Context: an optimization exercise on an open-source flow, tuned for a short achievable clock period, few clock cycles per item and low power. The choices shown serve that exercise and are no tape-out recipe.
Function was checked by simulation only, so behaviour that the tests miss may differ from the original.
No activity file was given, so power comes from the tool's default toggle rates.

// pck_arith
module pck_arith (
    input  wire        clk,
    input  wire        rst,
    input  wire        cmd_valid_i,
    output wire        cmd_ready_o,
    input  wire [31:0] cmd_i,
    input  wire [31:0] arg0_i,
    input  wire [31:0] arg1_i,
    input  wire [31:0] arg2_i,
    output wire        done_o,
    output wire [31:0] result_o,
    output wire [31:0] result_hi_o,
    output wire [2:0]  flags_o,      
    output wire [3:0]  err_o         
);
    localparam [7:0] OP_NOP   = 8'h00;
    localparam [7:0] OP_ADD   = 8'h30;
    localparam [7:0] OP_SUB   = 8'h31;
    localparam [7:0] OP_ADDS  = 8'h32;
    localparam [7:0] OP_SUBS  = 8'h33;
    localparam [7:0] OP_MUL   = 8'h34;
    localparam [7:0] OP_MULSC = 8'h35;
    localparam [7:0] OP_SAT   = 8'h36;
    localparam [7:0] OP_CLAMP = 8'h37;
    localparam [7:0] OP_DIVT  = 8'h38;
    reg         ready_q;
    reg         vA;
    reg         xnopA, xillA;    
    reg  [3:0]  opA;             
    reg  [31:0] a0A, a1A, a2A;   
    reg         mA, dA, lA;      
    wire accept   = cmd_valid_i & ready_q;
    wire acc_args;
    wire holdA;
    wire cmd_args = (cmd_i[31:28] == 4'h3) & (~cmd_i[27] | (cmd_i[26:24] == 3'd0));   
    wire cmd_mul  = (cmd_i[31:25] == 7'b0011_010);                                     
    wire cmd_div  = (cmd_i[31:24] == OP_DIVT);
    wire cmd_clamp = (cmd_i[31:24] == OP_CLAMP);
    wire [5:0] immA = a2A[5:0];
    assign cmd_ready_o = ready_q;
    wire is_add    = (opA == OP_ADD[3:0]);
    wire is_sub    = (opA == OP_SUB[3:0]);
    wire is_adds   = (opA == OP_ADDS[3:0]);
    wire is_subs   = (opA == OP_SUBS[3:0]);
    wire is_mul    = (opA == OP_MUL[3:0]);
    wire is_mulsc  = (opA == OP_MULSC[3:0]);
    wire is_sat    = (opA == OP_SAT[3:0]);
    wire is_clamp  = (opA == OP_CLAMP[3:0]);
    wire is_div    = (opA == OP_DIVT[3:0]);
    wire is_addsub = is_add | is_sub | is_adds | is_subs;
    wire is_mulx   = is_mul | is_mulsc;
  ...
Size in the first run: roughly 12000 cells after synthesis, about 370 flip-flops, about 200 I/O pins, ~94000 µm² of cells after synthesis.
==> flow/config.mk <==
export PLATFORM = sky130hd
export DESIGN_NAME = pck_arith
export DESIGN_NICKNAME = pck_arith
export VERILOG_FILES = /design/flow/design.v
export SDC_FILE = /design/flow/constraint.sdc
export NUM_CORES = 4
export LEC_CHECK = 0
export CAP_MARGIN = 40
export CORE_MARGIN = 2
export CORE_UTILIZATION = 30
export CTS_CLUSTER_DIAMETER = 150
export CTS_CLUSTER_SIZE = 20
export SLEW_MARGIN = 30
==> flow/constraint.sdc <==
create_clock -name core_clock -period 20.0 [get_ports {clk}]
set_input_delay 4.0000 -clock core_clock [delete_from_list [all_inputs] [get_ports {clk}]]
set_output_delay 4.0000 -clock core_clock [all_outputs]
set_load 0.01 [all_outputs]
standard.sh (not shown) runs the stock make flow with config.mk's settings and CLKGATE_MAP_FILE= SYNTH_SCRIPT=/design/flow/synth_recipe.tcl, a recipe that flattens the netlist after the stock synthesis.
==> flow/flow/run.sh <==
#!/bin/bash
# The standard layout, with the timing repair steps aiming at a 6 ns period
# (a larger setup margin) instead of only the 20 ns clock. The clock, the
# constraints and every other step are the standard flow's.
set -euo pipefail
bash standard.sh SETUP_SLACK_MARGIN=14 finish > standard_flow.log 2>&1
The baseline ran to the end with no violations.
Testbench counts at the start, summed over its fixed seeds: cycles 26,701, ops 24,000.
Edit:
CORE_UTILIZATION = 50   (was 30)
=> The new run produced a clean layout; cell count went down by 9.9%; cell area went down by 1.8%; total power went down by 0.52%; clock-buffer cell count went down by 1; global-route usage went up by 22 points; worst setup slack loses 460 ps; fmax went down by 6.8%; via count went up by 2.7%; synthesized cell count does not change.

Setup of build 33:
Another version of the RTL of pck_arith (not shown whole).
Size in the first run: ~12000 cells after synthesis, roughly 92000 um^2 of cells after synthesis.
clock: 20.0 ns
lec_check: 0
cap_margin: 40
core_margin: 2
core_utilization: 30
cts_cluster_diameter: 150
cts_cluster_size: 20
slew_margin: 30
Scripts as last shown in full above: flow/flow/run.sh
Testbench counts of build 33, summed over its fixed seeds: cycles 26,701, ops 24,000.
For trial 65, these inputs were changed with respect to build 33:
Settings: an added CELL_PAD_IN_SITES_GLOBAL_PLACEMENT of 2; an added CELL_PAD_IN_SITES_DETAIL_PLACEMENT of 1.
Results
Trial 65: all stages complete, timing, DRC and antenna checks passed. Summary of trial 65 over build 33: core utilization increased 0.69 points, number of stages on the worst setup path picked up an extra 6, area growth from synthesis to final layout saw an increase. In trial 65 the power density of the placed cells turned out 0.32 nW/um^2 higher than in build 33. Trial 65 against build 33: number of CTS-inserted buffers increased by 1 relative to the old numbers, post-cts gate resize count now larger.

[what the ideal ports hide]
The flow's constraints put no driver on any port. The routed layouts listed below were extracted and timed again, unchanged, in two steps.
Step 1 (the two cells are an assumption about what drives the block):
set clk [get_ports {clk}]
set_driving_cell -lib_cell sky130_fd_sc_hd__clkbuf_16 $clk
set_driving_cell -lib_cell sky130_fd_sc_hd__buf_2 [delete_from_list [all_inputs] $clk]
Step 2, shift: input delay + t, output delay - t, t = (earliest + latest rising clock arrival at the registers) / 2. This alone moves slack from input paths to output paths.
a / b / c = ideal ports / drivers / drivers and shift; a / b = the first two.
| run | t, ns | setup WS [ns] | worst slew at a driven data input, ns |
|---|---|---|---|
| the first run of note 1 | 0.742 | 13.749 / 13.749 / 13.511 | 0.23 |
| the second run of note 1 | 0.722 | 13.290 / 13.290 / 13.290 | 0.07 |
| build 33 | 0.704 | 13.775 / 13.775 / 13.699 | 0.08 |
| trial 65 | 0.770 | 13.653 / 13.653 / 13.605 | 0.07 |
After both steps every run listed still meets setup and hold. The setup slack of the first run of note 1, which loses most, moves by 0.000 ns with the drivers and by -0.238 ns with both steps.
